What follows belongs to an exercise in optimizing a design on an open flow for small area; a production flow would make more cautious choices.
The RTL was checked by simulation tests, not by an equivalence proof against the original design.
The clock input has no modelled driver; a real chip could not lean on it and would need a root buffer or a full tree.
Power is estimated from default activity; no workload was simulated.

rev 12:
## tap_controller
module tap_controller (
    input  wire clk,
    input  wire rst,
    input  wire tick,
    input  wire raw_in,
    output wire out1,
    output wire out2,
    output wire out3
);
==> flow/config.mk <==
export PLATFORM = sky130hd
export DESIGN_NAME = tap_controller
export DESIGN_NICKNAME = tap_controller
export VERILOG_FILES = /design/flow/design.v
export SDC_FILE = /design/flow/constraint.sdc
export NUM_CORES = 4
export LEC_CHECK = 0
export CAP_MARGIN = 20
export CORE_AREA = 2 2 62 62
export DIE_AREA = 0 0 64 64
export SLEW_MARGIN = 20
==> flow/constraint.sdc <==
create_clock -name core_clock -period 10.0 [get_ports {clk}]
set_input_delay 2.0000 -clock core_clock [delete_from_list [all_inputs] [get_ports {clk}]]
set_output_delay 2.0000 -clock core_clock [all_outputs]
set_load 0.01 [all_outputs]
run.sh (not shown) runs the stock make flow with config.mk's settings and CLKGATE_MAP_FILE= SYNTH_SCRIPT=/design/flow/synth_recipe.tcl, a recipe that flattens the netlist after the stock synthesis.
Rev 12 closes out successfully: all stages finished, all timing, DRC and antenna checks passed.
Edits applied to the flow inputs when going from rev 12 to rev 13:
--- a/flow/config.mk
+++ b/flow/config.mk
@@ -8,4 +8,6 @@
 export CAP_MARGIN = 20
 export CORE_AREA = 2 2 62 62
+export CTS_CLUSTER_DIAMETER = 100
+export CTS_CLUSTER_SIZE = 30
 export DIE_AREA = 0 0 64 64
 export SLEW_MARGIN = 20
==> comparison <==
Clock input transition at the sequential cells of the worst setup and hold paths: rev 12 vs rev 13 — no meaningful difference
~same number of non-clock inverters in rev 12 and rev 13
Taking rev 12 as the reference, in rev 13 global-route wire length before repair closely matched the old numbers; post-route minimum period level; effective utilization at floorplan comparable; die span in x stayed essentially flat.
Changes observed in rev 13 relative to rev 12: layout clock buffer count flat; sequential cell count flat; overall power of the completed layout flat; met1 routing resource usage after global routing flat.

========
The RTL this note starts from:
==> flow/design.v <==
module tap_controller (
    input  wire clk,
    input  wire rst,
    input  wire tick,
    input  wire raw_in,
    output wire out1,
    output wire out2,
    output wire out3
);
    localparam [8:0] T_POL  = 9'b101010101;
    localparam [2:0] D_POL  = 3'b000;
    localparam [2:0] C_POL  = 3'b000;
    localparam [8:0] T_LOAD = 9'b111010011;
    reg       db;
    reg [2:0] dbc_r;
    reg [2:0] cnt_r;
    reg [8:0] tmr_r;
    reg [2:0] out_r;
    wire [2:0] dbc = dbc_r ^ D_POL;
    wire [2:0] cnt = cnt_r ^ C_POL;
    wire [8:0] tmr = tmr_r ^ T_POL;
    wire busy   = |out_r;
    wire sample = tick & ~busy;
    wire diff   = raw_in ^ db;
    wire full   = diff & (&dbc);    
    wire rise   = full & raw_in;
    wire t_end  = &{~tmr[8], ~tmr[7], ~tmr[6], tmr[5], tmr[4], ~tmr[3], tmr[2], ~tmr[0]};
    wire t_end3 = &{tmr[8], tmr[7], ~tmr[6], tmr[5], ~tmr[3], ~tmr[0]};
    wire [8:0] tmr_adv = {tmr[7], ~tmr[8], tmr[5:0], tmr[6] ^ (tmr[1] | ~tmr[0])};
    wire cnt_nz = cnt[1] | cnt[0];
    wire cnt_2  = cnt[1] & ~cnt[0];
    wire cnt_3  = cnt[2] & ~cnt[1];
    wire cnt_4  = ~cnt[2] & cnt[1] & cnt[0];
    wire expire = cnt_nz & ~rise & t_end;
    wire done   = out_r[2] ? t_end3 : t_end;
    always @(posedge clk) begin
        if (rst | (sample & rise))
            tmr_r <= T_LOAD ^ T_POL;
        else if (tick)
            tmr_r <= tmr_adv ^ T_POL;
    end
    always @(posedge clk) begin
        if (rst) begin
            db    <= 1'b0;
            dbc_r <= D_POL;
            cnt_r <= C_POL;
            out_r <= 3'b000;
        end else if (sample) begin
            db    <= db ^ full;
            dbc_r <= (diff ? dbc + 3'd1 : 3'd0) ^ D_POL;
            if (rise)
                cnt_r <= {cnt[1:0], cnt[2] | cnt[1] | ~cnt[0]} ^ C_POL;
            else if (expire)
                cnt_r <= C_POL;
            if (expire)
                out_r <= {cnt_4, cnt_3, cnt_2};
        end else if (tick & done) begin
            out_r <= 3'b000;
        end
    end
    assign out1 = out_r[0];
    assign out2 = out_r[1];
    assign out3 = out_r[2];
endmodule
clock: 10.0 ns
lec_check: 0
cap_margin: 20
core_area: 2 2 62 62
die_area: 0 0 64 64
slew_margin: 20
standard.sh (not shown) runs the stock make flow with config.mk's settings and CLKGATE_MAP_FILE= SYNTH_SCRIPT=/design/flow/synth_recipe.tcl, a recipe that flattens the netlist after the stock synthesis.
==> flow/flow/run.sh <==
#!/bin/bash
# Own layout flow.
#  1. the standard synthesis (standard.sh synth), unchanged.
#  2. The combinational logic of that netlist is mapped again for area by
#     ABC, once with each script in abc_scripts.txt; the smallest result is
#     kept if Yosys proves it equivalent to the standard netlist (else the
#     standard netlist is kept). The registers are left as they are: same
#     cells, same instance names.
#  3. the standard layout of that netlist (standard.sh), with the input
#     and output ports buffered by the smallest buffer, and after CTS the
#     root clock buffer removed (post_cts.tcl).
# Each tool writes its full output to a log file of its own here.
set -euo pipefail
W=$(pwd)
F=$W/flow
R=$W/orfs/results/$FLOW_PLATFORM/tap_controller/base
LIB=$FLOW_HOME/platforms/$FLOW_PLATFORM/lib/sky130_fd_sc_hd__tt_025C_1v80.lib

bash standard.sh synth > $W/flow_1_synth.log 2>&1
cp $R/1_2_yosys.v $W/netlist_standard.v

# The library's cells as Verilog modules: all of them (for the proof) and
# the combinational ones (for techmap).
yosys -q -l $W/flow_2_cells.log -p "read_liberty -ignore_miss_func $LIB; write_verilog -noattr $W/cells_all.v" > /dev/null 2>&1
python3 $F/split_cells.py $W/cells_all.v $W/cells_comb.v \
    $FLOW_HOME/platforms/$FLOW_PLATFORM/config.mk $W/dont_use.txt > $W/flow_3_split.log 2>&1

mkdir -p $W/remap
i=0
while IFS= read -r S; do
  i=$((i + 1))
  echo "$S" > $W/remap/abc_$i.script
  sed -e "s|@LIB@|$LIB|g" -e "s|@IN@|$W/netlist_standard.v|" \
      -e "s|@COMB@|$W/cells_comb.v|" -e "s|@SCRIPT@|$W/remap/abc_$i.script|" \
      -e "s|@DONT_USE@|$(cat $W/dont_use.txt)|" -e "s|@OUT@|$W/remap/netlist_$i.v|" \
      $F/remap.ys > $W/remap/remap_$i.ys
done < $F/abc_scripts.txt
seq 1 $i | xargs -P ${NUM_CORES:-4} -I{} sh -c \
  "timeout 300 yosys -l $W/remap/flow_4_remap_{}.log -s $W/remap/remap_{}.ys > /dev/null 2>&1 || true"

python3 $F/pick.py $W/remap $i > $W/flow_5_pick.log 2>&1
BEST=$(tail -1 $W/flow_5_pick.log)
CHOSEN=$W/netlist_standard.v
if [[ -n "$BEST" ]]; then
  sed -e "s|@CELLS@|$W/cells_all.v|" -e "s|@GOLD@|$W/netlist_standard.v|" \
      -e "s|@GATE@|$W/remap/netlist_$BEST.v|" $F/equiv.ys > $W/equiv.ys
  if yosys -l $W/flow_6_equiv.log -s $W/equiv.ys > /dev/null 2>&1; then
    CHOSEN=$W/remap/netlist_$BEST.v
  fi
fi
echo "chosen: $CHOSEN" >> $W/flow_5_pick.log

# Hand the chosen netlist to the rest of the standard flow.
cp $CHOSEN $W/netlist_chosen.v
cp $CHOSEN $R/1_2_yosys.v
rm -f $R/1_synth.odb $R/1_synth.sdc
BUFFER_PORTS_ARGS="-buffer_cell sky130_fd_sc_hd__buf_1" POST_CTS_TCL=$F/post_cts.tcl \
    bash standard.sh > $W/flow_7_layout.log 2>&1
==> flow/flow/post_cts.tcl <==
set block [ord::get_db_block]
set clk_net [[$block findBTerm clk] getNet]

proc is_clock_cell {inst} {
  set m [[$inst getMaster] getName]
  return [expr {[string match "sky130_fd_sc_hd__clkbuf_*" $m] || [string match "sky130_fd_sc_hd__clkinv*" $m]}]
}
proc out_net {inst} {
  foreach it [$inst getITerms] {
    if {[$it isOutputSignal]} { return [$it getNet] }
  }
  return "NULL"
}
proc is_dummy {inst} {
  set n [out_net $inst]
  return [expr {[is_clock_cell $inst] && ($n eq "NULL" || [llength [$n getITerms]] <= 1)}]
}

set loads [$clk_net getITerms]
if {[llength $loads] != 1} {
  puts "post_cts: clock port drives [llength $loads] pins; left as it is"
  return
}
set root [[lindex $loads 0] getInst]
set root_net [out_net $root]
set leaves {}
set dummies {}
set ok [is_clock_cell $root]
foreach it [$root_net getITerms] {
  set inst [$it getInst]
  if {$inst == $root} { continue }
  if {[is_dummy $inst]} {
    lappend dummies $inst
  } elseif {[is_clock_cell $inst] && [$it isInputSignal]} {
    lappend leaves $it
  } else {
    set ok 0
  }
}
if {!$ok || [llength $leaves] < 1 || [llength $leaves] > 4} {
  puts "post_cts: tree not as expected; left as it is"
  return
}
foreach inst $dummies { odb::dbInst_destroy $inst }
foreach it $leaves {
  $it disconnect
  $it connect $clk_net
}
# dummy loads on the leaf nets
set leaf_dummies 0
foreach it $leaves {
  set n [out_net [$it getInst]]
  foreach sit [$n getITerms] {
    set sinst [$sit getInst]
    if {$sinst != [$it getInst] && [is_dummy $sinst]} {
      odb::dbInst_destroy $sinst
      incr leaf_dummies
    }
  }
}
[$root findITerm A] disconnect
odb::dbInst_destroy $root
odb::dbNet_destroy $root_net
puts "post_cts: removed root buffer and [expr {[llength $dummies] + $leaf_dummies}] dummy loads; clock port drives [llength $leaves] leaf buffers"
Other scripts of this flow, unchanged in this note and not shown: flow/flow/abc_scripts.txt, flow/flow/equiv.ys, flow/flow/pick.py, flow/flow/remap.ys, flow/flow/split_cells.py
Then changed:
--- a/flow/flow/post_cts.tcl
+++ b/flow/flow/post_cts.tcl
@@ -6 +6 @@
-  return [expr {[string match "sky130_fd_sc_hd__clkbuf_*" $m] || [string match "sky130_fd_sc_hd__clkinv*" $m]}]
+  return [expr {[string match "sky130_fd_sc_hd__clkbuf_*" $m] || [string match "sky130_fd_sc_hd__clkinv_*" $m]}]
@@ -50 +49,0 @@
-set leaf_dummies 0
@@ -55,4 +54 @@
-    if {$sinst != [$it getInst] && [is_dummy $sinst]} {
-      odb::dbInst_destroy $sinst
-      incr leaf_dummies
-    }
+    if {$sinst != [$it getInst] && [is_dummy $sinst]} { odb::dbInst_destroy $sinst }
@@ -64 +60 @@
-puts "post_cts: removed root buffer and [expr {[llength $dummies] + $leaf_dummies}] dummy loads; clock port drives [llength $leaves] leaf buffers"
+puts "post_cts: removed root buffer [llength $dummies] dummy loads; clock port drives [llength $leaves] leaf buffers"
The changed run passed the timing, DRC and antenna checks.
Cell count rises by 0.75%.
Global-route usage stays flat.
Total power rises by 3.9%.
Non-clock buffer count stays the same.
Final area rises by 0.94%.
Combinational power is about the same.
Worst hold slack improves by 0.0069 ns.
Core utilization rises by 0.22 points.
Synthesized area does not change.

[afterwards: timing with drivers on the ports]
No port has a modelled driver above. Below, the same layouts with a new extraction and two added sets of constraints.
Step 1 (the two cells are an assumption about what drives the block):
set clk [get_ports {clk}]
set_driving_cell -lib_cell sky130_fd_sc_hd__clkbuf_16 $clk
set_driving_cell -lib_cell sky130_fd_sc_hd__buf_2 [delete_from_list [all_inputs] $clk]
Step 2, shift: input delay + t, output delay - t, t = (earliest + latest rising clock arrival at the registers) / 2. This alone moves slack from input paths to output paths.
a / b / c = ideal / step 1 / step 2; a / b = the first two.
run | shift t [ns] | setup slack, ns | worst setup path after step 2
rev 12 | 0.317 | 6.059 / 6.056 / 5.739 | input to register
rev 13 | 0.317 | 6.059 / 6.056 / 5.739 | input to register
the first run of note 2 | 0.184 | 5.745 / 5.746 / 5.562 | input to register
the second run of note 2 | 0.195 | 5.770 / 5.771 / 5.577 | input to register
After both steps every run listed still meets setup and hold.
